Source: an optimization exercise on an open RTL-to-GDS flow (aim: small area, a short achievable clock period and few clock cycles per item). Production flows keep margins and buffers that such runs may drop. In this exercise RTL edits were held to simulation tests only and were not proved equivalent to the original.

## config.mk

```make
export PLATFORM = sky130hd
export DESIGN_NAME = score_player
export DESIGN_NICKNAME = score_player
export VERILOG_FILES = /design/flow/design.v
export SDC_FILE = /design/flow/constraint.sdc
export NUM_CORES = 4
export LEC_CHECK = 0
export CAP_MARGIN = 20
export CORE_MARGIN = 2
export CORE_UTILIZATION = 40
export SETUP_SLACK_MARGIN = 5
export SLEW_MARGIN = 20
```

## constraint.sdc

```tcl
create_clock -name core_clock -period 12.0 [get_ports {clk}]
set_input_delay 2.4000 -clock core_clock [delete_from_list [all_inputs] [get_ports {clk}]]
set_output_delay 2.4000 -clock core_clock [all_outputs]
set_load 0.01 [all_outputs]
```

## design.v

```verilog
module tone_planner (
    input  wire        clk,
    input  wire        rst,
    input  wire        in_valid,
    output wire        in_ready,
    input  wire [1:0]  in_kind,      
    input  wire [2:0]  in_code,
    input  wire        in_silent,    
    input  wire [6:0]  in_off,       
    input  wire [3:0]  in_vol,
    input  wire [15:0] in_d,         
    input  wire        in_stacc,
    input  wire        in_endf,      
    output reg         ev_valid,
    input  wire        ev_ready,
    output reg  [1:0]  ev_kind,
    output reg  [2:0]  ev_fault,
    output wire [15:0] ev_freq,
    output wire        ev_pre,
    output wire [15:0] ev_top,
    output wire [15:0] ev_duty,
    output reg  [15:0] ev_timeout
);
    wire adv = !ev_valid || ev_ready;
    reg        r_v;
    reg [1:0]  r_ph;     
    reg [1:0]  r_kind;
    reg [2:0]  r_code;
    reg        r_sil;
    reg [6:0]  r_off;
    reg [3:0]  r_vol;
    reg [15:0] r_d;
    reg        r_st;
    reg        r_endf;
    reg [13:0] r_fhz;
    reg [13:0] in_fhz;
    always @* begin
        case (in_off)
            7'd0: in_fhz = 14'd41;
            7'd1: in_fhz = 14'd44;
            7'd2: in_fhz = 14'd46;
            7'd3: in_fhz = 14'd49;
            7'd4: in_fhz = 14'd52;
            7'd5: in_fhz = 14'd55;
            7'd6: in_fhz = 14'd58;
            7'd7: in_fhz = 14'd62;
            7'd8: in_fhz = 14'd65;
            7'd9: in_fhz = 14'd69;
            7'd10: in_fhz = 14'd73;
            7'd11: in_fhz = 14'd78;
            7'd12: in_fhz = 14'd82;
            7'd13: in_fhz = 14'd87;
            7'd14: in_fhz = 14'd92;
            7'd15: in_fhz = 14'd98;
            7'd16: in_fhz = 14'd104;
            7'd17: in_fhz = 14'd110;
            7'd18: in_fhz = 14'd117;
            7'd19: in_fhz = 14'd123;
            7'd20: in_fhz = 14'd131;
            7'd21: in_fhz = 14'd139;
            7'd22: in_fhz = 14'd147;
            7'd23: in_fhz = 14'd156;
            7'd24: in_fhz = 14'd165;
            7'd25: in_fhz = 14'd175;
            7'd26: in_fhz = 14'd185;
            7'd27: in_fhz = 14'd196;
            7'd28: in_fhz = 14'd208;
            7'd29: in_fhz = 14'd220;
            7'd30: in_fhz = 14'd233;
            7'd31: in_fhz = 14'd247;
            7'd32: in_fhz = 14'd262;
            7'd33: in_fhz = 14'd277;
            7'd34: in_fhz = 14'd294;
            7'd35: in_fhz = 14'd311;
            7'd36: in_fhz = 14'd330;
            7'd37: in_fhz = 14'd350;
            7'd38: in_fhz = 14'd370;
            7'd39: in_fhz = 14'd392;
            7'd40: in_fhz = 14'd415;
            7'd41: in_fhz = 14'd440;
            7'd42: in_fhz = 14'd466;
            7'd43: in_fhz = 14'd494;
            7'd44: in_fhz = 14'd523;
            7'd45: in_fhz = 14'd554;
            7'd46: in_fhz = 14'd587;
            7'd47: in_fhz = 14'd622;
            7'd48: in_fhz = 14'd659;
            7'd49: in_fhz = 14'd699;
            7'd50: in_fhz = 14'd739;
            7'd51: in_fhz = 14'd784;
            7'd52: in_fhz = 14'd830;
            7'd53: in_fhz = 14'd880;
            7'd54: in_fhz = 14'd933;
            7'd55: in_fhz = 14'd987;
            7'd56: in_fhz = 14'd1046;
            7'd57: in_fhz = 14'd1109;
            7'd58: in_fhz = 14'd1174;
            7'd59: in_fhz = 14'd1245;
            7'd60: in_fhz = 14'd1318;
            7'd61: in_fhz = 14'd1398;
            7'd62: in_fhz = 14'd1478;
            7'd63: in_fhz = 14'd1568;
            7'd64: in_fhz = 14'd1661;
            7'd65: in_fhz = 14'd1760;
            7'd66: in_fhz = 14'd1866;
            7'd67: in_fhz = 14'd1974;
            7'd68: in_fhz = 14'd2093;
            7'd69: in_fhz = 14'd2218;
            7'd70: in_fhz = 14'd2349;
            7'd71: in_fhz = 14'd2490;
            7'd72: in_fhz = 14'd2637;
            7'd73: in_fhz = 14'd2797;
            7'd74: in_fhz = 14'd2957;
            7'd75: in_fhz = 14'd3136;
            7'd76: in_fhz = 14'd3322;
            7'd77: in_fhz = 14'd3520;
            7'd78: in_fhz = 14'd3731;
            7'd79: in_fhz = 14'd3949;
            7'd80: in_fhz = 14'd4186;
            7'd81: in_fhz = 14'd4435;
            7'd82: in_fhz = 14'd4698;
            7'd83: in_fhz = 14'd4979;
            7'd84: in_fhz = 14'd5274;
            7'd85: in_fhz = 14'd5594;
            7'd86: in_fhz = 14'd5914;
            7'd87: in_fhz = 14'd6272;
            7'd88: in_fhz = 14'd6643;
            7'd89: in_fhz = 14'd7040;
            7'd90: in_fhz = 14'd7462;
            7'd91: in_fhz = 14'd7898;
            7'd92: in_fhz = 14'd8371;
            7'd93: in_fhz = 14'd8870;
            7'd94: in_fhz = 14'd9395;
            7'd95: in_fhz = 14'd9958;
            default: in_fhz = 14'd0;
        endcase
    end
    wire [14:0] r_half  = r_d[15:1];
    wire        r_rest2 = (r_kind == 2'd0) && r_st && (r_half != 15'd0);
    wire [1:0]  r_ph_n  = (r_ph == 2'd0 && r_rest2) ? 2'd1 :
                          (r_ph != 2'd2 && r_endf)  ? 2'd2 : 2'd3;
    wire        r_take  = adv && r_v && (r_ph_n == 2'd3);
    wire        r_free  = !r_v || r_take;
    assign in_ready = r_free;
    wire        sil_iss = (r_ph != 2'd0) || r_sil;
    wire [15:0] d_mul   = r_st ? {1'b0, r_half} : r_d;
    wire [13:0] f_eff   = sil_iss ? 14'd1 : r_fhz;
    wire [13:0] f_extra = (r_st && r_d[0] && r_ph == 2'd0) ? f_eff : 14'd0;
    wire [29:0] pp [0:14];
    genvar g;
    generate
        for (g = 0; g < 14; g = g + 1) begin : g_pp
            assign pp[g] = f_eff[g] ? ({14'd0, d_mul} << g) : 30'd0;
        end
    endgenerate
    assign pp[14] = {16'd0, f_extra};
    wire [29:0] a1s0, a1c0, a1s1, a1c1, a1s2, a1c2, a1s3, a1c3, a1s4, a1c4;
    tp_csa #(30) u_a10 (pp[0],  pp[1],  pp[2],  a1s0, a1c0);
    tp_csa #(30) u_a11 (pp[3],  pp[4],  pp[5],  a1s1, a1c1);
    tp_csa #(30) u_a12 (pp[6],  pp[7],  pp[8],  a1s2, a1c2);
    tp_csa #(30) u_a13 (pp[9],  pp[10], pp[11], a1s3, a1c3);
    tp_csa #(30) u_a14 (pp[12], pp[13], pp[14], a1s4, a1c4);
    wire [29:0] a2s0, a2c0, a2s1, a2c1, a2s2, a2c2;
    tp_csa #(30) u_a20 (a1s0, a1c0, a1s1, a2s0, a2c0);
    tp_csa #(30) u_a21 (a1c1, a1s2, a1c2, a2s1, a2c1);
    tp_csa #(30) u_a22 (a1s3, a1c3, a1s4, a2s2, a2c2);
    wire [29:0] a3s0, a3c0, a3s1, a3c1;
    tp_csa #(30) u_a30 (a2s0, a2c0, a2s1, a3s0, a3c0);
    tp_csa #(30) u_a31 (a2c1, a2s2, a2c2, a3s1, a3c1);
    wire [29:0] a4s0, a4c0;
    tp_csa #(30) u_a40 (a3s0, a3c0, a3s1, a4s0, a4c0);
    wire [29:0] a5s0, a5c0;
    tp_csa #(30) u_a50 (a4s0, a4c0, a3c1, a5s0, a5c0);
    wire [29:0] a6s0, a6c0;
    tp_csa #(30) u_a60 (a5s0, a5c0, a1c4, a6s0, a6c0);
    wire [29:0] prod = a6s0 + a6c0;
    reg        x_v;
    reg [1:0]  x_kind;
    reg [2:0]  x_code;
    reg        x_sil;
    reg [6:0]  x_off;
    reg [3:0]  x_vol;
    reg [29:0] x_p;
    wire [15:0] h0 = x_p[25:10];
    wire [20:0] s1a, s1b;
    tp_csa #(21) u_s1 ({1'b0, h0, 4'd0}, {2'b0, h0, 3'd0}, {11'd0, x_p[9:0]}, s1a, s1b);
    wire [20:0] s1 = s1a + s1b;
    wire [10:0] h1 = s1[20:10];
    wire [15:0] s2a, s2b;
    tp_csa #(16) u_s2 ({1'b0, h1, 4'd0}, {2'b0, h1, 3'd0}, {6'd0, s1[9:0]}, s2a, s2b);
    wire [15:0] s2 = s2a + s2b;
    wire [13:0] ph = x_p[29:16];
    wire        x_ovf = (|ph[13:10]) || ((&ph[9:5]) && (ph[4] || ph[3]));
    reg        y_v;
    reg [1:0]  y_kind;
    reg [2:0]  y_code;
    reg        y_sil;
    reg [6:0]  y_off;
    reg [3:0]  y_vol;
    reg        y_ovf;
    reg [15:0] y_h0;     
    reg [10:0] y_h1;
    reg [15:0] y_s2;
    wire [5:0]  h2 = y_s2[15:10];
    wire [10:0] s3 = {h2, 4'd0} + {1'b0, h2, 3'd0} + {1'b0, y_s2[9:0]};
    wire        h3 = s3[10];
    wire [10:0] s4 = {1'b0, s3[9:0]} + (h3 ? 11'd24 : 11'd0);
    wire        ge = s4[10] || ((&s4[9:5]) && (s4[4] || s4[3]));    
    wire [15:0] ta, tb;
    wire [15:0] t3a, t3b;
    tp_csa #(16) u_t1 (y_h0, {5'd0, y_h1}, {10'd0, h2}, t3a, t3b);
    tp_csa #(16) u_t2 (t3a, t3b, {14'd0, h3 & ge, h3 ^ ge}, ta, tb);
    wire [15:0] tmo = ta + tb;
    reg  [6:0]  ev_off;
    reg  [3:0]  ev_vol;
    reg         ev_sil;
    reg [32:0] rom;
    always @* begin
        case (ev_off)
            7'd0: rom = {16'd33180, 1'b1, 16'd24272};
            7'd1: rom = {16'd33205, 1'b1, 16'd22883};
            7'd2: rom = {16'd33230, 1'b1, 16'd21645};
            7'd3: rom = {16'd33258, 1'b1, 16'd20408};
            7'd4: rom = {16'd33287, 1'b1, 16'd19268};
            7'd5: rom = {16'd33318, 1'b1, 16'd18182};
            7'd6: rom = {16'd33351, 1'b1, 16'd17153};
            7'd7: rom = {16'd33385, 1'b1, 16'd16207};
            7'd8: rom = {16'd33422, 1'b1, 16'd15291};
            7'd9: rom = {16'd33461, 1'b1, 16'd14430};
            7'd10: rom = {16'd33502, 1'b1, 16'd13624};
            7'd11: rom = {16'd33546, 1'b1, 16'd12853};
            7'd12: rom = {16'd33592, 1'b1, 16'd12136};
            7'd13: rom = {16'd33642, 1'b1, 16'd11442};
            7'd14: rom = {16'd33692, 1'b1, 16'd10823};
            7'd15: rom = {16'd33748, 1'b1, 16'd10204};
            7'd16: rom = {16'd33806, 1'b1, 16'd9634};
            7'd17: rom = {16'd33868, 1'b1, 16'd9091};
            7'd18: rom = {16'd33934, 1'b1, 16'd8576};
            7'd19: rom = {16'd34002, 1'b1, 16'd8104};
            7'd20: rom = {16'd34076, 1'b1, 16'd7645};
            7'd21: rom = {16'd34154, 1'b1, 16'd7215};
            7'd22: rom = {16'd34236, 1'b1, 16'd6812};
            7'd23: rom = {16'd34324, 1'b1, 16'd6427};
            7'd24: rom = {16'd165, 1'b1, 16'd6061};
            7'd25: rom = {16'd175, 1'b1, 16'd5714};
            7'd26: rom = {16'd185, 1'b1, 16'd5405};
            7'd27: rom = {16'd196, 1'b1, 16'd5102};
            7'd28: rom = {16'd208, 1'b0, 16'd38462};
            7'd29: rom = {16'd220, 1'b0, 16'd36364};
            7'd30: rom = {16'd233, 1'b0, 16'd34335};
            7'd31: rom = {16'd247, 1'b0, 16'd32389};
            7'd32: rom = {16'd262, 1'b0, 16'd30534};
            7'd33: rom = {16'd277, 1'b0, 16'd28881};
            7'd34: rom = {16'd294, 1'b0, 16'd27211};
            7'd35: rom = {16'd311, 1'b0, 16'd25723};
            7'd36: rom = {16'd330, 1'b0, 16'd24242};
            7'd37: rom = {16'd350, 1'b0, 16'd22857};
            7'd38: rom = {16'd370, 1'b0, 16'd21622};
            7'd39: rom = {16'd392, 1'b0, 16'd20408};
            7'd40: rom = {16'd415, 1'b0, 16'd19277};
            7'd41: rom = {16'd440, 1'b0, 16'd18182};
            7'd42: rom = {16'd466, 1'b0, 16'd17167};
            7'd43: rom = {16'd494, 1'b0, 16'd16194};
            7'd44: rom = {16'd523, 1'b0, 16'd15296};
            7'd45: rom = {16'd554, 1'b0, 16'd14440};
            7'd46: rom = {16'd587, 1'b0, 16'd13629};
            7'd47: rom = {16'd622, 1'b0, 16'd12862};
            7'd48: rom = {16'd659, 1'b0, 16'd12140};
            7'd49: rom = {16'd699, 1'b0, 16'd11445};
            7'd50: rom = {16'd739, 1'b0, 16'd10825};
            7'd51: rom = {16'd784, 1'b0, 16'd10204};
            7'd52: rom = {16'd830, 1'b0, 16'd9639};
            7'd53: rom = {16'd880, 1'b0, 16'd9091};
            7'd54: rom = {16'd933, 1'b0, 16'd8574};
            7'd55: rom = {16'd987, 1'b0, 16'd8105};
            7'd56: rom = {16'd1046, 1'b0, 16'd7648};
            7'd57: rom = {16'd1109, 1'b0, 16'd7214};
            7'd58: rom = {16'd1174, 1'b0, 16'd6814};
            7'd59: rom = {16'd1245, 1'b0, 16'd6426};
            7'd60: rom = {16'd1318, 1'b0, 16'd6070};
            7'd61: rom = {16'd1398, 1'b0, 16'd5722};
            7'd62: rom = {16'd1478, 1'b0, 16'd5413};
            7'd63: rom = {16'd1568, 1'b0, 16'd5102};
            7'd64: rom = {16'd1661, 1'b0, 16'd4816};
            7'd65: rom = {16'd1760, 1'b0, 16'd4545};
            7'd66: rom = {16'd1866, 1'b0, 16'd4287};
            7'd67: rom = {16'd1974, 1'b0, 16'd4053};
            7'd68: rom = {16'd2093, 1'b0, 16'd3822};
            7'd69: rom = {16'd2218, 1'b0, 16'd3607};
            7'd70: rom = {16'd2349, 1'b0, 16'd3406};
            7'd71: rom = {16'd2490, 1'b0, 16'd3213};
            7'd72: rom = {16'd2637, 1'b0, 16'd3034};
            7'd73: rom = {16'd2797, 1'b0, 16'd2860};
            7'd74: rom = {16'd2957, 1'b0, 16'd2705};
            7'd75: rom = {16'd3136, 1'b0, 16'd2551};
            7'd76: rom = {16'd3322, 1'b0, 16'd2408};
            7'd77: rom = {16'd3520, 1'b0, 16'd2273};
            7'd78: rom = {16'd3731, 1'b0, 16'd2144};
            7'd79: rom = {16'd3949, 1'b0, 16'd2026};
            7'd80: rom = {16'd4186, 1'b0, 16'd1911};
            7'd81: rom = {16'd4435, 1'b0, 16'd1804};
            7'd82: rom = {16'd4698, 1'b0, 16'd1703};
            7'd83: rom = {16'd4979, 1'b0, 16'd1607};
            7'd84: rom = {16'd5274, 1'b0, 16'd1517};
            7'd85: rom = {16'd5594, 1'b0, 16'd1430};
            7'd86: rom = {16'd5914, 1'b0, 16'd1353};
            7'd87: rom = {16'd6272, 1'b0, 16'd1276};
            7'd88: rom = {16'd6643, 1'b0, 16'd1204};
            7'd89: rom = {16'd7040, 1'b0, 16'd1136};
            7'd90: rom = {16'd7462, 1'b0, 16'd1072};
            7'd91: rom = {16'd7898, 1'b0, 16'd1013};
            7'd92: rom = {16'd8371, 1'b0, 16'd956};
            7'd93: rom = {16'd8870, 1'b0, 16'd902};
            7'd94: rom = {16'd9395, 1'b0, 16'd852};
            7'd95: rom = {16'd9958, 1'b0, 16'd803};
            default: rom = 33'd0;
        endcase
    end
    wire [15:0] top   = rom[15:0];
    wire [31:0] top_v = {16'd0, top} << ev_vol;
    assign ev_freq = ev_sil ? 16'd1000 : rom[32:17];
    assign ev_pre  = ev_sil ? 1'b0 : rom[16];
    assign ev_top  = ev_sil ? 16'd8000 : top;
    assign ev_duty = ev_sil ? 16'd0 : top_v[31:16];
    reg dead;    
    always @(posedge clk) begin
        if (rst) begin
            r_v      <= 1'b0;
            r_ph     <= 2'd0;
            x_v      <= 1'b0;
            y_v      <= 1'b0;
            ev_valid <= 1'b0;
            dead     <= 1'b0;
            ev_kind  <= 2'd0;
            ev_fault <= 3'd0;
        end else begin
            if (adv) begin
                x_v <= r_v;
                if (r_v) begin
                    x_kind <= (r_ph == 2'd2) ? 2'd1 : r_kind;
                    x_code <= r_code;
                    x_sil  <= sil_iss;
                    x_off  <= r_off;
                    x_vol  <= r_vol;
                    x_p    <= prod;
                    if (r_ph_n == 2'd3) begin
                        r_v  <= 1'b0;
                        r_ph <= 2'd0;
                    end else
                        r_ph <= r_ph_n;
                end
                y_v <= x_v;
                if (x_v) begin
                    y_kind <= x_kind;
                    y_code <= x_code;
                    y_sil  <= x_sil;
                    y_off  <= x_off;
                    y_vol  <= x_vol;
                    y_ovf  <= x_ovf && !x_sil;
                    y_h0   <= x_sil ? x_p[15:0] : h0;
                    y_h1   <= x_sil ? 11'd0 : h1;
                    y_s2   <= x_sil ? 16'd0 : s2;
                end
                ev_valid <= y_v && !dead;
                if (y_v && !dead) begin
                    if (y_kind == 2'd0 && y_ovf) begin
                        ev_kind  <= 2'd2;
                        ev_fault <= 3'd4;
                        dead     <= 1'b1;
                    end else begin
                        ev_kind  <= y_kind;
                        ev_fault <= y_code;
                        if (y_kind == 2'd2) dead <= 1'b1;
                    end
                    ev_sil     <= y_sil;
                    ev_off     <= y_off;
                    ev_vol     <= y_vol;
                    ev_timeout <= tmo;
                end
            end
            if (in_valid && r_free) begin
                r_v    <= 1'b1;
                r_ph   <= 2'd0;
                r_endf <= in_endf;
                r_kind <= in_kind;
                r_code <= in_code;
                r_sil  <= in_silent;
                r_off  <= in_off;
                r_fhz  <= in_fhz;
                r_vol  <= in_vol;
                r_d    <= in_d;
                r_st   <= in_stacc;
            end
        end
    end
endmodule
module tp_csa #(parameter W = 16) (
    input  wire [W-1:0] a,
    input  wire [W-1:0] b,
    input  wire [W-1:0] c,
    output wire [W-1:0] s,
    output wire [W-1:0] cy
);
    wire [W-1:0] m = (a & b) | (a & c) | (b & c);
    assign s  = a ^ b ^ c;
    assign cy = {m[W-2:0], 1'b0};
endmodule
module score_player (
    input  wire        clk,
    input  wire        rst,
    input  wire        start_valid,
    output wire        start_ready,
    input  wire [15:0] start_base,
    input  wire [15:0] start_len,
    output wire [15:0] mem_addr,
    input  wire [7:0]  mem_data,
    output wire        ev_valid,
    input  wire        ev_ready,
    output wire [1:0]  ev_kind,      
    output wire [2:0]  ev_fault,     
    output wire [15:0] ev_freq,
    output wire        ev_pre,
    output wire [15:0] ev_top,
    output wire [15:0] ev_duty,
    output wire [15:0] ev_timeout
);
    localparam [3:0] P_IDLE = 4'd0,    
                     P_TOK  = 4'd1,    
                     P_M    = 4'd2,    
                     P_NUM  = 4'd3,    
                     P_ACCP = 4'd4,    
                     P_ACCM = 4'd5,    
                     P_NUMD = 4'd6,    
                     P_DOT  = 4'd7,    
                     P_DIV  = 4'd8,    
                     P_DIVF = 4'd9,    
                     P_ENDW = 4'd10,   
                     P_HALT = 4'd11;   
    localparam [1:0] N_O = 2'd0, N_T = 2'd1, N_L = 2'd2, N_V = 2'd3;
    localparam [1:0] D_L = 2'd0, D_T1 = 2'd1, D_T2 = 2'd2, D_D = 2'd3;
    localparam [1:0] EV_TONE = 2'd0, EV_END = 2'd1, EV_FAULT = 2'd2;
    reg [3:0]  pst;
    reg [15:0] addr;
    reg [15:0] rem;
    reg [15:0] octave;
    reg [15:0] nt;
    reg [15:0] whole;
    reg [15:0] dur;
    reg [3:0]  vol;
    reg        stacc;
    reg [17:0] tmp;      
    reg [17:0] acc;      
    reg        is_rest;
    reg [15:0] num;
    reg [1:0]  nop;
    reg [15:0] d;
    reg [15:0] add;
    reg [3:0]  dcnt;
    reg [1:0]  dop;
    reg        pf;
    integer i;
    assign mem_addr = addr;
    wire       at_end = (rem == 16'd0);
    wire [7:0] raw = at_end ? 8'h00 : mem_data;
    wire       upper = (raw[7:5] == 3'b010) && (|raw[4:0]) &&
                       !(raw[4] && raw[3] && (raw[2] || (raw[1] && raw[0])));
    wire [7:0] c   = {raw[7:6], raw[5] | upper, raw[4:0]};
    wire c_sp    = (c == 8'h20);
    wire c_dig   = (c[7:4] == 4'h3) && !(c[3] && (c[2] || c[1]));
    wire c_plus  = (c == 8'h2B) || (c == 8'h23);
    wire c_minus = (c == 8'h2D);
    wire c_dot   = (c == 8'h2E);
    wire c_oct   = (c == 8'h3E) || (c == 8'h3C);    
    reg [15:0] addr_inc, rem_dec;
    reg [17:0] src_inc, src_dec, acc_inc, acc_dec;
    reg        cy_a, cy_r, cy_si, cy_sd, cy_ai, cy_ad;
    wire [17:0] tok_src = (pst == P_TOK) ? tmp :
                          (pst == P_NUM) ? ((nop == N_O) ? {2'b00, num} : tmp) :
                          {2'b00, octave};
    always @* begin
        cy_a = 1'b1; cy_r = 1'b1;
        for (i = 0; i < 16; i = i + 1) begin
            addr_inc[i] = addr[i] ^ cy_a;  cy_a = cy_a & addr[i];
            rem_dec[i]  = rem[i] ^ cy_r;   cy_r = cy_r & ~rem[i];
        end
        cy_si = 1'b1; cy_sd = 1'b1; cy_ai = 1'b1; cy_ad = 1'b1;
        for (i = 0; i < 18; i = i + 1) begin
            src_inc[i] = tok_src[i] ^ cy_si;  cy_si = cy_si & tok_src[i];
            src_dec[i] = tok_src[i] ^ cy_sd;  cy_sd = cy_sd & ~tok_src[i];
            acc_inc[i] = acc[i] ^ cy_ai;      cy_ai = cy_ai & acc[i];
            acc_dec[i] = acc[i] ^ cy_ad;      cy_ad = cy_ad & ~acc[i];
        end
    end
    wire [15:0] dv_b = (dop == D_T2) ? nt : num;
    reg  [19:0] sa_a, sa_b;
    reg         sa_ci;
    always @* begin
        sa_ci = 1'b0;
        case (pst)
            P_NUM, P_NUMD: begin
                sa_a = {1'b0, num, 3'b000};
                sa_b = {3'b000, num, 1'b0};
            end
            P_ACCP, P_ACCM: begin
                sa_a = {4'd0, dur};
                sa_b = {5'd0, dur[15:1]};
            end
            P_DIV: begin
                sa_a  = {3'd0, add, d[15]};
                sa_b  = {3'd0, ~{1'b0, dv_b}};
                sa_ci = 1'b1;
            end
            P_DIVF: begin
                sa_a = {1'b0, d, 3'b000};
                sa_b = {3'b000, d, 1'b0};
            end
            default: begin  
                sa_a = {4'd0, d};
                sa_b = {4'd0, add};
            end
        endcase
    end
    wire [19:0] sa = sa_a + sa_b + {19'd0, sa_ci};
    wire [19:0] num10   = sa;
    wire [4:0]  num_lo  = {1'b0, num10[3:0]} + {1'b0, c[3:0]};
    reg  [15:0] num_hi1;
    reg         cy_n;
    always @* begin
        cy_n = 1'b1;
        for (i = 0; i < 16; i = i + 1) begin
            num_hi1[i] = num10[4 + i] ^ cy_n;  cy_n = cy_n & num10[4 + i];
        end
    end
    wire [19:0] num_nx  = {num_lo[4] ? num_hi1 : num10[19:4], num_lo[3:0]};
    wire        num_ovf = (num10[19:16] != 4'd0) || (num_lo[4] && num10[15:4] == 12'hFFF);
    wire        num_z   = (num == 16'd0);
    wire [16:0] dot_sum = sa[16:0];
    wire [16:0] dv_sh = {add, d[15]};
    wire        dv_ge = sa[17];
    wire [15:0] q10   = sa[15:0];
    wire [15:0] sh_src = (pst == P_DIVF) ? nt : num;
    wire [15:0] sh_in  = (pst == P_DIVF) ? q10 : whole;
    reg         sh_any, sh_two;
    always @* begin
        sh_any = 1'b0; sh_two = 1'b0;
        for (i = 0; i < 16; i = i + 1) begin
            sh_two = sh_two | (sh_any & sh_src[i]);
            sh_any = sh_any | sh_src[i];
        end
    end
    wire        sh_pow2 = sh_any && !sh_two;
    wire [3:0]  sh_amt;
    assign sh_amt[0] = |(sh_src & 16'hAAAA);
    assign sh_amt[1] = |(sh_src & 16'hCCCC);
    assign sh_amt[2] = |(sh_src & 16'hF0F0);
    assign sh_amt[3] = |(sh_src & 16'hFF00);
    wire [15:0] sh_out = sh_in >> sh_amt;
    wire [21:0] ix_a = {tmp[17], tmp, 3'b000};
    wire [21:0] ix_b = {{2{tmp[17]}}, tmp, 2'b00};
    wire [21:0] ix_c = {{4{acc[17]}}, acc};
    wire [21:0] ix_s = ix_a ^ ix_b ^ ix_c;
    wire [21:0] ix_m = (ix_a & ix_b) | (ix_a & ix_c) | (ix_b & ix_c);
    wire [21:0] idx_m16 = ix_s + {ix_m[20:0], 1'b0};
    wire        ix_hi = idx_m16[6] && idx_m16[5] && (|idx_m16[4:0]);     
    wire [6:0]  n_off = idx_m16[21] ? 7'd0 :
                        ((|idx_m16[20:7]) || ix_hi) ? 7'd95 : idx_m16[6:0];
    wire        rec_ready;
    reg         push;
    reg  [1:0]  r_kind;
    reg  [2:0]  r_code;
    reg  [15:0] r_d;
    reg         r_endf;
    reg [3:0]  pst_n;
    reg [15:0] addr_n, rem_n;
    reg [15:0] octave_n;
    reg [15:0] nt_n, whole_n, dur_n;
    reg [3:0]  vol_n;
    reg        stacc_n;
    reg [17:0] tmp_n, acc_n;
    reg        is_rest_n;
    reg [15:0] num_n;
    reg [1:0]  nop_n;
    reg [15:0] d_n, add_n;
    reg [3:0]  dcnt_n;
    reg [1:0]  dop_n;
    reg        pf_n;
    reg        adv;
    reg        tok_go, tok_after_note, tok_after_o, dot_go;
    reg [15:0] dot_d;
    always @* begin
        pst_n = pst; addr_n = addr; rem_n = rem;
        octave_n = octave; nt_n = nt; whole_n = whole; dur_n = dur;
        vol_n = vol; stacc_n = stacc;
        tmp_n = tmp; acc_n = acc; is_rest_n = is_rest; num_n = num; nop_n = nop;
        d_n = d; add_n = add; dcnt_n = dcnt; dop_n = dop;
        pf_n = 1'b0;
        adv = 1'b0;
        push = 1'b0; r_kind = EV_TONE; r_code = 3'd0; r_d = d; r_endf = 1'b0;
        tok_go = 1'b0; tok_after_note = 1'b0; tok_after_o = 1'b0;
        dot_go = 1'b0; dot_d = d;
        case (pst)
            P_IDLE: begin
                if (start_valid) begin
                    addr_n = start_base;
                    rem_n  = start_len;
                    tmp_n  = {2'b00, octave};
                    pst_n  = P_TOK;
                end
            end
            P_TOK: begin
                tok_go = 1'b1;
            end
            P_M: begin
                adv = 1'b1;
                if (!c_sp) begin
                    stacc_n = (c != 8'h6C);
                    pst_n   = P_TOK;
                end
            end
            P_NUM: begin
                if (pf) begin
                    push = 1'b1; r_kind = EV_FAULT; r_code = 3'd1; pst_n = P_HALT;
                end else if (c_sp) begin
                    adv = 1'b1;
                end else if (c_dig) begin
                    num_n = num_nx[15:0];
                    pf_n  = num_ovf;
                    adv   = 1'b1;
                end else begin
                    case (nop)
                        N_O: begin
                            octave_n = num;
                            tmp_n    = {2'b00, num};
                            tok_go   = 1'b1;
                            tok_after_o = 1'b1;
                        end
                        N_V: begin
                            vol_n  = (|num[15:4]) ? 4'd15 : num[3:0];
                            tok_go = 1'b1;
                        end
                        N_L: begin
                            if (num_z) begin
                                push = 1'b1; r_kind = EV_FAULT; r_code = 3'd2; pst_n = P_HALT;
                            end else begin
                                nt_n = num;
                                if (sh_pow2) begin
                                    dur_n  = sh_out;
                                    tok_go = 1'b1;
                                end else begin
                                    d_n = whole; add_n = 16'd0; dcnt_n = 4'd0; dop_n = D_L;
                                    pst_n = P_DIV;
                                end
                            end
                        end
                        default: begin  
                            if (num_z) begin
                                push = 1'b1; r_kind = EV_FAULT; r_code = 3'd2; pst_n = P_HALT;
                            end else if (!(|num[15:2])) begin
                                push = 1'b1; r_kind = EV_FAULT; r_code = 3'd3; pst_n = P_HALT;
                            end else begin
                                dop_n = D_T1;
                                pst_n = P_DIV;
                                if (|num[15:7]) begin
                                    d_n = 16'hC000; add_n = 16'd93; dcnt_n = 4'd8;
                                end else if (num[6]) begin
                                    d_n = 16'hE000; add_n = 16'd46; dcnt_n = 4'd7;
                                end else if (|num[5:4]) begin
                                    d_n = 16'hB800; add_n = 16'd11; dcnt_n = 4'd5;
                                end else begin
                                    d_n = 16'hEE00; add_n = 16'd2; dcnt_n = 4'd3;
                                end
                            end
                        end
                    endcase
                end
            end
            P_ACCP, P_ACCM: begin
                if (c_sp) begin
                    adv = 1'b1;
                end else if (c_plus && pst == P_ACCP) begin
                    acc_n = acc_inc;
                    adv   = 1'b1;
                end else if (c_minus) begin
                    acc_n = acc_dec;
                    adv   = 1'b1;
                    pst_n = P_ACCM;
                end else if (c_dig) begin
                    num_n = {12'd0, c[3:0]};
                    adv   = 1'b1;
                    pst_n = P_NUMD;
                end else begin
                    dot_go = 1'b1;
                    dot_d  = dur;
                end
            end
            P_NUMD: begin
                if (pf) begin
                    push = 1'b1; r_kind = EV_FAULT; r_code = 3'd1; pst_n = P_HALT;
                end else if (c_sp) begin
                    adv = 1'b1;
                end else if (c_dig) begin
                    num_n = num_nx[15:0];
                    pf_n  = num_ovf;
                    adv   = 1'b1;
                end else if (num_z) begin
                    push = 1'b1; r_kind = EV_FAULT; r_code = 3'd2; pst_n = P_HALT;
                end else if (!sh_pow2) begin
                    d_n = whole; add_n = 16'd0; dcnt_n = 4'd0; dop_n = D_D;
                    pst_n = P_DIV;
                end else if (c_dot) begin
                    d_n   = sh_out;
                    add_n = {1'b0, sh_out[15:1]};
                    pst_n = P_DOT;
                end else begin
                    dot_go = 1'b1;
                    dot_d  = sh_out;
                end
            end
            P_DOT: begin
                if (pf) begin
                    push = 1'b1; r_kind = EV_FAULT; r_code = 3'd3; pst_n = P_HALT;
                end else if (c_sp) adv = 1'b1;
                else dot_go = 1'b1;
            end
            P_DIV: begin
                d_n    = {d[14:0], dv_ge};
                add_n  = dv_ge ? sa[15:0] : dv_sh[15:0];
                dcnt_n = dcnt + 4'd1;
                if (dcnt == 4'd15) begin
                    case (dop)
                        D_L, D_T2: begin
                            dur_n = {d[14:0], dv_ge};
                            pst_n = P_TOK;
                        end
                        D_T1: pst_n = P_DIVF;
                        default: begin  
                            add_n = {1'b0, d[14:0]};
                            pst_n = P_DOT;
                        end
                    endcase
                end
            end
            P_DIVF: begin
                whole_n = q10;
                if (sh_pow2) begin
                    dur_n = sh_out;
                    pst_n = P_TOK;
                end else begin
                    d_n = q10; add_n = 16'd0; dcnt_n = 4'd0; dop_n = D_T2;
                    pst_n = P_DIV;
                end
            end
            P_ENDW: begin
                if (ev_valid && ev_ready && ev_kind == EV_END) pst_n = P_IDLE;
            end
            default: ;  
        endcase
        if (dot_go) begin
            if (c_dot) begin
                d_n   = dot_sum[15:0];
                pf_n  = dot_sum[16];
                add_n = {1'b0, ((pst == P_DOT) ? add[15:1] : dur[15:2])};
                adv   = 1'b1;
                pst_n = P_DOT;
            end else begin
                push = 1'b1; r_kind = EV_TONE; r_d = dot_d;
                tok_go = 1'b1;
                tok_after_note = 1'b1;
                tmp_n = {2'b00, octave};
            end
        end
        if (tok_go) begin
            pst_n = P_TOK;
            adv   = 1'b1;
            if (!c_sp) begin
                case (c)
                    8'h3E, 8'h3C: begin                              
                        if (tok_after_o) adv = 1'b0;                
                        else tmp_n = c[1] ? src_inc : src_dec;
                    end
                    8'h6F: begin num_n = 16'd0; nop_n = N_O; pst_n = P_NUM; end
                    8'h74: begin num_n = 16'd0; nop_n = N_T; pst_n = P_NUM; end
                    8'h6C: begin num_n = 16'd0; nop_n = N_L; pst_n = P_NUM; end
                    8'h76: begin num_n = 16'd0; nop_n = N_V; pst_n = P_NUM; end
                    8'h6D: pst_n = P_M;
                    8'h21: begin                                     
                        octave_n = 16'd4;
                        whole_n  = 16'd2000;
                        nt_n     = 16'd4;
                        dur_n    = 16'd500;
                        vol_n    = 4'd15;
                        stacc_n  = 1'b0;
                        tmp_n    = 18'd4;
                    end
                    8'h61, 8'h62, 8'h63, 8'h64, 8'h65, 8'h66, 8'h67, 8'h72: begin
                        case (c[2:0])
                            3'd1: acc_n = 18'h3FFF9;    
                            3'd2: acc_n = 18'h3FFFB;    
                            3'd3: acc_n = 18'h3FFF0;    
                            3'd4: acc_n = 18'h3FFF2;    
                            3'd5: acc_n = 18'h3FFF4;    
                            3'd6: acc_n = 18'h3FFF5;    
                            default: acc_n = 18'h3FFF7;  
                        endcase
                        is_rest_n = (c == 8'h72);
                        pst_n = P_ACCP;
                    end
                    default: begin                                   
                        pst_n = P_ENDW;
                        if (tok_after_note) r_endf = 1'b1;    
                        else begin
                            push = 1'b1; r_kind = EV_END;
                        end
                    end
                endcase
            end
        end
        if (adv && !at_end) begin
            addr_n = addr_inc;
            rem_n  = rem_dec;
        end
    end
    wire stall = push && !rec_ready;    
    always @(posedge clk) begin
        if (rst) begin
            pst    <= P_IDLE;
            pf     <= 1'b0;
            octave <= 16'd4;
            nt     <= 16'd4;
            whole  <= 16'd2000;
            dur    <= 16'd500;
            vol    <= 4'd15;
            stacc  <= 1'b0;
        end else if (!stall) begin
            pst    <= pst_n;
            pf     <= pf_n;
            octave <= octave_n;
            nt     <= nt_n;
            whole  <= whole_n;
            dur    <= dur_n;
            vol    <= vol_n;
            stacc  <= stacc_n;
        end
        if (!stall) begin
            addr    <= addr_n;
            rem     <= rem_n;
            tmp     <= tmp_n;
            acc     <= acc_n;
            is_rest <= is_rest_n;
            num     <= num_n;
            nop     <= nop_n;
            d       <= d_n;
            add     <= add_n;
            dcnt    <= dcnt_n;
            dop     <= dop_n;
        end
    end
    assign start_ready = (pst == P_IDLE);
    tone_planner u_plan (
        .clk       (clk),
        .rst       (rst),
        .in_valid  (push),
        .in_ready  (rec_ready),
        .in_kind   (r_kind),
        .in_code   (r_code),
        .in_silent (is_rest || vol == 4'd0),
        .in_off    (n_off),
        .in_vol    (vol),
        .in_d      (r_d),
        .in_stacc  (stacc),
        .in_endf   (r_endf),
        .ev_valid  (ev_valid),
        .ev_ready  (ev_ready),
        .ev_kind   (ev_kind),
        .ev_fault  (ev_fault),
        .ev_freq   (ev_freq),
        .ev_pre    (ev_pre),
        .ev_top    (ev_top),
        .ev_duty   (ev_duty),
        .ev_timeout(ev_timeout)
    );
endmodule
```

## run.sh

```bash
#!/bin/bash
# synth_recipe.tcl (not shown) runs the flow's synth.tcl, then flattens the netlist and writes it again
# the make line also repeats each setting of config.mk as NAME=value (left out here)
make -C /OpenROAD-flow-scripts/flow DESIGN_CONFIG=/design/flow/config.mk WORK_HOME=/design/flow/orfs CLKGATE_MAP_FILE= SYNTH_SCRIPT=/design/flow/synth_recipe.tcl finish
```

==> metrics.md, run 1 <==
| Metric | Value |
|---|---|
| Starting Density | `0.404` |
| R2R cell count | `20` |
| Die ar. | `approximately 110000 um2` |
| Total CTS buffers | `54` |
| Placed cell area | `approximately 45000 um2` |
| Fin crit period | `6970 ps` |
| First-pass GRT wire length | `about 240000 um` |
| Cell Area, Synth | `42700 um2` |
| Run status | `finished clean` |
| Die height | `~330 um` |
| # setup viols final | `0` |
| Critical Path Source | `mem_data[0]` |
| Yosys Warn Count | `2` |
| Core area | `approximately 110000 um2` |
| Non-filler cells, final | `about 6500` |
| Commonest non-fill, non-tap cell in the layout | `nor2_1` |
| Post-DP HPWL | `between 100000 and 150000 um` |
| FP Rows | `119` |
| CTS clk-pin slew, worst paths | `roughly 60 ps` |
| Area grow syn2layout | `13.5%` |
| Synthesized instance count | `between 5000 and 6000` |
| Mean number of vias per cell | `~6.2` |
| Yosys top cell area share | `0.214` |
| Dominant cells by area after synthesis | `edfxtp_1, fa_1, ha_1, dfxtp_1, nor2_1` |
| Max Slew Vio Count | `0` |
| Worst Skew | `around 56 ps` |
| Ys flop type | `edfxtp_1` |
| Routed WL | `~160000 um` |
| DRT antenna net count | `0` |
| FMAX | `about 0.14 GHz` |
| CTS Hold Buffers Added | `0` |
| Final nets | `5692` |
| TritonCTS clock tree | `done` |
| Fillers | `roughly 10000` |
| Remaining global-route overflow | `0` |
| GPL Wtd Cong | `between 0.9 and 1` |
| Max-capacitance violation count | `0` |
| Core Util, Final | `0.459` |
| Design area | `48400 um2` |
| Io pins | `around 130` |
| HP Class | `flip-flop to flip-flop` |
| DR WL met2 | `slightly below 70000 um` |
| Worst-case clock buffer depth | `3` |
| Vias in the first global route | `38800` |
| Highest Signal Layer | `met5` |
| RSZ-0062 raised after global routing | `yes` |
| Netlist cell types | `between 100 and 150` |
| Critical path class | `primary input to flip-flop` |
| Avg Cell Area, Syn | `between 8 and 9 um2` |
| Dpl cells | `~6400` |
| Sinks on Clock Net | `422` |
| Total track usage | `0.287` |
| Synthesized flop and latch total | `between 400 and 500` |
| Slew @ Worst Pin | `about 1200 ps` |
| Seq/Total Area, Yosys | `0.269` |
| Setup crit end kind | `flip-flop` |
| Final Hold Fails | `0` |
| Clk root buf | `clkbuf_16` |
| Ant. Diodes | `0` |
| EDFF count, synth | `304` |
| WL/cell | `between 20 and 25 um` |
| Synth async-reset ratio | `0` |
| Vias | `40700` |
| Hold path depth | `0` |
| Biggest area consumer among synthesized cells | `edfxtp_1` |
| Layout cells sized above 1 | `0.0967` |
| Pre-Repair DR Iteration Count | `8` |
| PortBufs | `roughly 130` |
| Crit path required time | `roughly 13000 ps` |
| Skew-Pair Late Insertion Delay | `between 600 and 700 ps` |
| H-tree levels | `2` |
| Min-delay src | `u_plan.y_sil$_DFFE_PP_` |
| Drt drc | `0` |
| WL met1 | `~67000 um` |
| Initial antenna violation count | `5` |
| Setup TNS | `0 ps` |
| Worst setup SP type | `primary input` |
| DRT iter0 DRCs | `4991` |
| Largest net degree at the start of global routing | `86` |
| Max transition margin | `0.166` |
| Commonest non-fill, non-tap cells in the layout | `nor2_1, nand2_1, inv_1` |
| DR WL met3 | `roughly 18000 um` |
| Crit path DAT | `approximately 7600 ps` |
| Crit share post-route | `0.581` |
| Die Wd | `approximately 330 um` |
| Critical R2R Launch | `pst[0]$_SDFFE_PP0N_` |
| Critical Path Fanout Max | `53` |
==> critical path: stages <==
cell	delay, ps
clkdlybuf4s50_1	910
nor3_1	120
o21ai_0	250
a211o_1	310
nand3_1	420
o32ai_1	550
nor2_1	270
o211a_2	380
nor2_2	450
buf_4	450
inv_4	70
buf_6	270
a21oi_2	400
a22o_1	210
==> state kept, by name, summed over array words and instances, names as in the netlist, 18 cells and up <==
name        cells
tmp            18
acc            18
u_plan.x_p     30
u_plan.rom     32
==> cell usage after synthesis (all sizes together) (76+ instances only) <==
library cell and instances:
nor2 597, nand2 457, inv 408, a21oi 341
ha 332, edfxtp 304, o21ai 290, clkbuf 262
fa 232, nor3 131, dfxtp 118, mux2i 106
nand3 100, o22ai 76
==> final cells by class <==
class,count,area (um2),share of cell area
clock buffer,70,1570,0.0324
clock inverter,32,288,0.00594
inverter,414,1560,0.0322
multi-input combinational,3889,29000,0.600
sequential,422,11500,0.237
tap,1391,1740,0.0359
timing repair buffer,303,2730,0.0564
==> metal layers <==
layer / vias to the layer above / global-route usage
met4: 10 / 0.110
met2: 2383 / 0.433
met1: 19600 / 0.395
met3: 450 / 0.0724
met5: - / 0.00609
li1: 18300 / -
==> per-stage QoR <==
| stage | hold WS [ps] | worst slack (ps) |
|---|---|---|
| floorplan | 400 | 5050 |
| global placement | 404 | 3330 |
| detailed placement | 405 | 3150 |
| CTS | 416 | 5000 |
| global route | 423 | 4880 |
| finish | 415 | 5030 |
==> path summary, 6_finish.rpt <==
check | endpoint | slack [ps]
worst max-delay path | whole[12]$_SDFFE_PP0N_ | 5030
worst min-delay path | u_plan.ev_sil$_DFFE_PP_ | 420
worst max register to register | d[2]$_DFFE_PN_ | 5120
worst min register to register | u_plan.ev_sil$_DFFE_PP_ | 420
==> cell families (layout without fill, tap and decap cells) <==
logic type | count (synthesis) | after routing | share of synthesized area
flops | 422 | 422 | 0.269
other cells | 1 | 2 | 0.0000879
compound gates | 1411 | 1412 | 0.221
xor+xnor | 99 | 99 | 0.0203
buf+inv | 743 | 819 | 0.0666
fa+ha+maj | 566 | 566 | 0.207
mux | 153 | 153 | 0.0378
simple gates | 1656 | 1657 | 0.178
==> repair_timing <==
| item | in CTS | in global routing |
|---|---|---|
| resized for setup | 52 | 122 |
| setup endpoints to repair | 294 | 112 |
| gates cloned | 1 | 2 |
| pin swaps | 9 | 37 |
| setup buffers | 17 | 45 |
| hold endpoints to repair | 0 | 0 |
Testbench counts, summed over its fixed seeds: cycles 15,113, events 6,327.
==> run 2, diff against run 1 <==
--- a/design.v
+++ b/design.v
@@ -10,4 +10,5 @@
     input  wire [3:0]  in_vol,
     input  wire [15:0] in_d,         
+    input  wire        in_lsb,       
     input  wire        in_stacc,
     input  wire        in_endf,      
@@ -32,4 +33,5 @@
     reg [15:0] r_d;
     reg        r_st;
+    reg        r_lsb;
     reg        r_endf;
     reg [13:0] r_fhz;
@@ -136,6 +138,14 @@
         endcase
     end
-    wire [14:0] r_half  = r_d[15:1];
-    wire        r_rest2 = (r_kind == 2'd0) && r_st && (r_half != 15'd0);
+    wire        r_rest2 = (r_kind == 2'd0) && r_st && ((|r_d[15:1]) || (r_d[0] && !r_lsb));
+    reg  [15:0] r_rest;
+    reg         cy_r;
+    integer     i;
+    always @* begin
+        cy_r = r_lsb;
+        for (i = 0; i < 16; i = i + 1) begin
+            r_rest[i] = r_d[i] ^ cy_r;  cy_r = cy_r & ~r_d[i];
+        end
+    end
     wire [1:0]  r_ph_n  = (r_ph == 2'd0 && r_rest2) ? 2'd1 :
                           (r_ph != 2'd2 && r_endf)  ? 2'd2 : 2'd3;
@@ -144,35 +154,39 @@
     assign in_ready = r_free;
     wire        sil_iss = (r_ph != 2'd0) || r_sil;
-    wire [15:0] d_mul   = r_st ? {1'b0, r_half} : r_d;
-    wire [13:0] f_eff   = sil_iss ? 14'd1 : r_fhz;
-    wire [13:0] f_extra = (r_st && r_d[0] && r_ph == 2'd0) ? f_eff : 14'd0;
-    wire [29:0] pp [0:14];
-    genvar g;
+    wire [15:0] d_byp   = (r_ph != 2'd0) ? r_rest : r_d;
+    wire [16:0] fx = {2'b00, r_fhz, 1'b0};
+    wire [29:0] row [0:8];
+    wire [7:0]  neg;
+    genvar j;
     generate
-        for (g = 0; g < 14; g = g + 1) begin : g_pp
-            assign pp[g] = f_eff[g] ? ({14'd0, d_mul} << g) : 30'd0;
+        for (j = 0; j < 8; j = j + 1) begin : g_row
+            wire b0  = fx[2*j];
+            wire b1  = fx[2*j+1];
+            wire b2  = fx[2*j+2];
+            wire one = b1 ^ b0;
+            wire two = (b2 & ~b1 & ~b0) | (~b2 & b1 & b0);
+            assign neg[j] = b2 & ~(b1 & b0);
+            wire [16:0] pat = (({17{one}} & {1'b0, r_d}) | ({17{two}} & {r_d, 1'b0})) ^ {17{neg[j]}};
+            wire [31:0] r = {15'd0, ~neg[j], pat} << (2*j);
+            if (j == 0) begin : g_first
+                assign row[j] = r[29:0];
+            end else begin : g_next
+                assign row[j] = r[29:0] | ({29'd0, neg[j-1]} << (2*j-2));
+            end
         end
     endgenerate
-    assign pp[14] = {16'd0, f_extra};
-    wire [29:0] a1s0, a1c0, a1s1, a1c1, a1s2, a1c2, a1s3, a1c3, a1s4, a1c4;
-    tp_csa #(30) u_a10 (pp[0],  pp[1],  pp[2],  a1s0, a1c0);
-    tp_csa #(30) u_a11 (pp[3],  pp[4],  pp[5],  a1s1, a1c1);
-    tp_csa #(30) u_a12 (pp[6],  pp[7],  pp[8],  a1s2, a1c2);
-    tp_csa #(30) u_a13 (pp[9],  pp[10], pp[11], a1s3, a1c3);
-    tp_csa #(30) u_a14 (pp[12], pp[13], pp[14], a1s4, a1c4);
-    wire [29:0] a2s0, a2c0, a2s1, a2c1, a2s2, a2c2;
-    tp_csa #(30) u_a20 (a1s0, a1c0, a1s1, a2s0, a2c0);
-    tp_csa #(30) u_a21 (a1c1, a1s2, a1c2, a2s1, a2c1);
-    tp_csa #(30) u_a22 (a1s3, a1c3, a1s4, a2s2, a2c2);
-    wire [29:0] a3s0, a3c0, a3s1, a3c1;
-    tp_csa #(30) u_a30 (a2s0, a2c0, a2s1, a3s0, a3c0);
-    tp_csa #(30) u_a31 (a2c1, a2s2, a2c2, a3s1, a3c1);
+    assign row[8] = (30'd2731 << 17) | ({29'd0, neg[7]} << 14);
+    wire [29:0] a1s0, a1c0, a1s1, a1c1, a1s2, a1c2;
+    tp_csa #(30) u_m10 (row[0], row[1], row[2], a1s0, a1c0);
+    tp_csa #(30) u_m11 (row[3], row[4], row[5], a1s1, a1c1);
+    tp_csa #(30) u_m12 (row[6], row[7], row[8], a1s2, a1c2);
+    wire [29:0] a2s0, a2c0, a2s1, a2c1;
+    tp_csa #(30) u_m20 (a1s0, a1c0, a1s1, a2s0, a2c0);
+    tp_csa #(30) u_m21 (a1c1, a1s2, a1c2, a2s1, a2c1);
+    wire [29:0] a3s0, a3c0;
+    tp_csa #(30) u_m30 (a2s0, a2c0, a2s1, a3s0, a3c0);
     wire [29:0] a4s0, a4c0;
-    tp_csa #(30) u_a40 (a3s0, a3c0, a3s1, a4s0, a4c0);
-    wire [29:0] a5s0, a5c0;
-    tp_csa #(30) u_a50 (a4s0, a4c0, a3c1, a5s0, a5c0);
-    wire [29:0] a6s0, a6c0;
-    tp_csa #(30) u_a60 (a5s0, a5c0, a1c4, a6s0, a6c0);
-    wire [29:0] prod = a6s0 + a6c0;
+    tp_csa #(30) u_m40 (a3s0, a3c0, a2c1, a4s0, a4c0);
+    wire [29:0] prod = a4s0 + a4c0;
     reg        x_v;
     reg [1:0]  x_kind;
@@ -199,6 +213,5 @@
     reg [3:0]  y_vol;
     reg        y_ovf;
-    reg [15:0] y_h0;     
-    reg [10:0] y_h1;
+    reg [15:0] y_hs;     
     reg [15:0] y_s2;
     wire [5:0]  h2 = y_s2[15:10];
@@ -207,9 +220,18 @@
     wire [10:0] s4 = {1'b0, s3[9:0]} + (h3 ? 11'd24 : 11'd0);
     wire        ge = s4[10] || ((&s4[9:5]) && (s4[4] || s4[3]));    
-    wire [15:0] ta, tb;
-    wire [15:0] t3a, t3b;
-    tp_csa #(16) u_t1 (y_h0, {5'd0, y_h1}, {10'd0, h2}, t3a, t3b);
-    tp_csa #(16) u_t2 (t3a, t3b, {14'd0, h3 & ge, h3 ^ ge}, ta, tb);
-    wire [15:0] tmo = ta + tb;
+    wire [15:0] tb0 = y_hs + {10'd0, h2};
+    reg  [15:0] tb1, tb2;
+    reg         cy1, cy2;
+    always @* begin
+        cy1 = 1'b1; cy2 = 1'b1;
+        tb2[0] = tb0[0];
+        for (i = 0; i < 16; i = i + 1) begin
+            tb1[i] = tb0[i] ^ cy1;  cy1 = cy1 & tb0[i];
+        end
+        for (i = 1; i < 16; i = i + 1) begin
+            tb2[i] = tb0[i] ^ cy2;  cy2 = cy2 & tb0[i];
+        end
+    end
+    wire [15:0] tmo = (h3 && ge) ? tb2 : (h3 || ge) ? tb1 : tb0;
     reg  [6:0]  ev_off;
     reg  [3:0]  ev_vol;
@@ -343,5 +365,5 @@
                     x_off  <= r_off;
                     x_vol  <= r_vol;
-                    x_p    <= prod;
+                    x_p    <= sil_iss ? {14'd0, d_byp} : prod;
                     if (r_ph_n == 2'd3) begin
                         r_v  <= 1'b0;
@@ -358,6 +380,5 @@
                     y_vol  <= x_vol;
                     y_ovf  <= x_ovf && !x_sil;
-                    y_h0   <= x_sil ? x_p[15:0] : h0;
-                    y_h1   <= x_sil ? 11'd0 : h1;
+                    y_hs   <= x_sil ? x_p[15:0] : (h0 + {5'd0, h1});
                     y_s2   <= x_sil ? 16'd0 : s2;
                 end
@@ -391,4 +412,5 @@
                 r_d    <= in_d;
                 r_st   <= in_stacc;
+                r_lsb  <= in_lsb;
             end
         end
@@ -571,4 +593,6 @@
     reg  [15:0] r_d;
     reg         r_endf;
+    wire [16:0] r_d1 = {1'b0, r_d} + 17'd1;
+    wire [15:0] r_dn = stacc ? r_d1[16:1] : r_d;
     reg [3:0]  pst_n;
     reg [15:0] addr_n, rem_n;
@@ -867,5 +891,6 @@
         .in_off    (n_off),
         .in_vol    (vol),
-        .in_d      (r_d),
+        .in_d      (r_dn),
+        .in_lsb    (r_d[0]),
         .in_stacc  (stacc),
         .in_endf   (r_endf),
--- a/config.mk
+++ b/config.mk
@@ -8,5 +8,5 @@
 export CAP_MARGIN = 20
 export CORE_MARGIN = 2
-export CORE_UTILIZATION = 40
+export CORE_UTILIZATION = 50
 export SETUP_SLACK_MARGIN = 5
 export SLEW_MARGIN = 20
==> run 2 against run 1 <==
  * Via count grew 4.4%
  * Global-route usage grew 8.5 points
  * Synthesized cell count grew 3.7%
  * Sequential share of layout area shrank 0.24 points
  * Wire length grew 6.0%
  * Cell area shrank 1.7%
  * Clock-buffer cell count is the same
  * Utilization grew 10 points
  * Largest cell class unchanged
==> metrics.md, run 2 <==
| Metric | Value |
|---|---|
| Run status | `finished clean` |
| TritonCTS clock tree | `done` |
| Fin crit period | `approximately 6900 ps` |
| DRT iter0 DRCs | `about 5800` |
| Area grow syn2layout | `10.8%` |
| Crit path capture | `vol[3]$_SDFFE_PP1N_` |
| Core area | `85100 um2` |
| Commonest non-fill, non-tap cells in the layout | `nand2_1, nor2_1, a21oi_1` |
| Total CTS buffers | `50` |
| WP buf/inv | `2` |
| Yosys Warn Count | `2` |
| Final nets | `roughly 5700` |
| Avg Cell Area, Syn | `between 8 and 9 um2` |
| Drt drc | `0` |
| Clk root buf | `clkbuf_16` |
| Synth async-reset ratio | `0` |
| Worst-case clock buffer depth | `3` |
| Largest net degree at the start of global routing | `84` |
| Crit. path cell count | `14` |
| PortBufs | `about 130` |
| Fillers | `approximately 8000` |
| Non-filler cells, final | `~6400` |
| Critical path class | `primary input to flip-flop` |
| Routed WL | `~170000 um` |
| CP max stage cell | `or4_1` |
| Dominant cells by area after synthesis | `edfxtp_1, ha_1, fa_1, dfxtp_1, a21oi_1` |
| Setup TNS | `0 ps` |
| Max Slew Vio Count | `0` |
| Biggest area consumer among synthesized cells | `edfxtp_1` |
| Cell family with most CP delay | `simple AND/OR/NAND/NOR gates` |
| Placed cell area | `roughly 45000 um2` |
| CTS clk-pin slew, worst paths | `70 ps` |
| Core Util, Final | `0.559` |
| Critical Path Source | `mem_data[7]` |
| GPL Wtd Cong | `1.10` |
| Crit path DAT | `approximately 7500 ps` |
| Pre-Repair DR Iteration Count | `8` |
| Cell Area, Synth | `~43000 um2` |
| Crit path required time | `12540 ps` |
| # setup viols final | `0` |
| Die Wd | `between 200 and 300 um` |
| Dpl cells | `a little over 6000` |
| EDFF count, synth | `294` |
| Worst setup SP type | `primary input` |
| FP Rows | `approximately 110` |
| Critical R2R Launch | `pst[1]$_SDFFE_PP0N_` |
| Yosys top cell area share | `0.206` |
| Max transition margin | `0.129` |
| Most frequent cells after synthesis | `nand2_1, nor2_1, a21oi_1, ha_1, clkbuf_1` |
| Total track usage | `0.372` |
| Design area | `47600 um2` |
| Initial antenna violation count | `10` |
| Synthesized flop and latch total | `about 400` |
| R2R cell count | `20` |
| Starting Density | `0.505` |
| Vias | `between 40000 and 50000` |
| First-pass GRT wire length | `approximately 250000 um` |
| DRT antenna net count | `0` |
| Skew-Pair Late Insertion Delay | `660 ps` |
| Worst-path cell chain | `clkdlybuf4s50_1 -> or3b_2 -> nor2_1 -> o2111ai_2 -> nand2_2 -> nor2_1 -> or2_2 -> o21ai_2 -> buf_4 -> a21oi_1 -> nand2_1 -> nand2_2 -> or4_1 -> o22a_1` |
| Synthesized instance count | `between 5000 and 6000` |
| Mean number of vias per cell | `approximately 6.7` |
| Largest register FFs | `32` |
| Final Hold Fails | `0` |
| Count leader, synth | `nand2_1` |
| Die height | `297 um` |
| RSZ-0062 raised after global routing | `yes` |
| Ys flop type | `edfxtp_1` |
| Netlist cell types | `~110` |
| Seq/Total Area, Yosys | `0.260` |
| Sinks on Clock Net | `between 400 and 500` |
| Die ar. | `around 88000 um2` |
| H-tree levels | `2` |
| Setup crit end kind | `flip-flop` |
| Crit share post-route | `0.578` |
| Remaining global-route overflow | `0` |
| Commonest non-fill, non-tap cell in the layout | `nand2_1` |
| Vias in the first global route | `a little over 40000` |
| FMAX | `~0.14 GHz` |
| CTS Hold Buffers Added | `0` |
| Worst Skew | `between 30 and 40 ps` |
| Worst flop-to-flop path endpoint | `u_plan.r_d[9]$_DFFE_PP_` |
| Max-capacitance violation count | `0` |
| Slew @ Worst Pin | `about 1300 ps` |
| Io pins | `132` |
| Critical Path Fanout Max | `24` |
| Post-DP HPWL | `about 120000 um` |
| Largest stage delay, worst path | `660 ps` |
| Reg2reg setup slack | `5200 ps` |
| Layout cells sized above 1 | `0.0818` |
| HP Class | `flip-flop to flip-flop` |
| WL/cell | `between 20 and 30 um` |
[run 2: stage by stage]
stage / setup WS, ps / hold WS, ps
final: 5060 / 413
after global routing: 4910 / 421
after CTS: 5010 / 418
after detailed placement: 3570 / 405
after global placement: 3640 / 401
after floorplan: 5170 / 400
[run 2: what timing repair did]
item,in CTS,in global routing
endpoints found under the setup margin,188,129
pin swaps,3,10
setup buffers,6,31
hold endpoints to repair,0,0
resized for setup,26,49
gates cloned,2,2
[run 2: cell families (layout without fill, tap and decap cells)]
logic type      after synthesis  count (layout)  share of synthesized area
compound gates             1687            1688                      0.261
fa+ha+maj                   486             486                      0.165
simple gates               1605            1605                      0.173
xor+xnor                    243             244                     0.0495
flops                       412             412                      0.260
other cells                   1               7                  0.0000873
mux                         122             122                     0.0301
buf+inv                     683             661                     0.0610
[run 2: worst min-delay path by stage]
stage / slack (ps) / depth (start not counted) / endpoint / startpoint
floorplan: 400 / 0 / u_plan.ev_sil$_DFFE_PP_ / u_plan.y_sil$_DFFE_PP_
global placement: 400 / 0 / u_plan.y_off[2]$_DFFE_PP_ / u_plan.x_off[2]$_DFFE_PP_
detailed placement: 400 / 0 / u_plan.y_off[1]$_DFFE_PP_ / u_plan.x_off[1]$_DFFE_PP_
CTS: 420 / 0 / u_plan.y_vol[1]$_DFFE_PP_ / u_plan.x_vol[1]$_DFFE_PP_
global route: 420 / 0 / u_plan.y_off[2]$_DFFE_PP_ / u_plan.x_off[2]$_DFFE_PP_
finish: 410 / 0 / u_plan.x_off[6]$_DFFE_PP_ / u_plan.r_off[6]$_DFFE_PP_
[run 2: layout make-up]
| class | count | area [um2] | share of cell area |
|---|---|---|---|
| clock inverters | 23 | 328 | 0.00689 |
| diodes | 5 | 12.5 | 0.000263 |
| inverters | 289 | 1110 | 0.0232 |
| multi-input cells | 4147 | 29600 | 0.622 |
| well taps | 1144 | 1430 | 0.0301 |
| clock buffers | 70 | 1450 | 0.0304 |
| flip-flops and latches | 412 | 11200 | 0.235 |
| repair inverters | 1 | 5.00 | 0.000105 |
| repair buffers | 278 | 2460 | 0.0518 |
[run 2: layer usage]
metal  vias to the layer above  routed length, um  GRT usage
met2                      2586              74400      0.577
met4                         8              11200      0.205
met5                         -                 45          0
met1                     20100              66700      0.471
li1                      19100                  -          -
met3                       670              18100     0.0980
[run 2: worst reg2reg max path: stages, from the launching register on]
cell and delay [ps]:
dfxtp_1 310, buf_4 270, nor2b_1 500, nand2_2 340
nand2_4 400, a221oi_1 180, a21oi_1 240, ha_1 380
a21oi_1 370, nand3_1 200, a221o_1 360, a21oi_2 310
mux2i_1 170, a211oi_2 640, a221oi_2 170, buf_4 230
o31ai_4 420, nor3b_4 410, nand4_1 190, nand2b_1 190
a32o_1 260
Testbench counts of run 2, summed over its fixed seeds: cycles 15,113, events 6,327.

-- what the ideal ports hide --
In the flow no input, the clock included, has a driving cell. The finished layouts below were timed again as built, in two steps.
Step 1: set_driving_cell puts a clkbuf_16 on clk and a buf_2 on each other input, an assumption about the parent block.
Step 2 also shifts input and output timing later by t, the mid clock arrival at the registers, as if the neighbouring blocks saw the same clock.
Three values: no drivers, after step 1, after step 2; two values: the first two.
run	t (ns)	setup WS [ns]	clock arrival spread, ns	pins driven straight from the clock port
run 1	0.698	5.026 / 5.073 / 4.375	0.057 / 0.056	1
run 2	0.709	5.058 / 4.963 / 4.254	0.035 / 0.034	1
After both steps setup and hold are still met in every run listed. The setup slack of run 2, which loses most, moves by -0.095 ns with the drivers and by -0.804 ns with both steps.
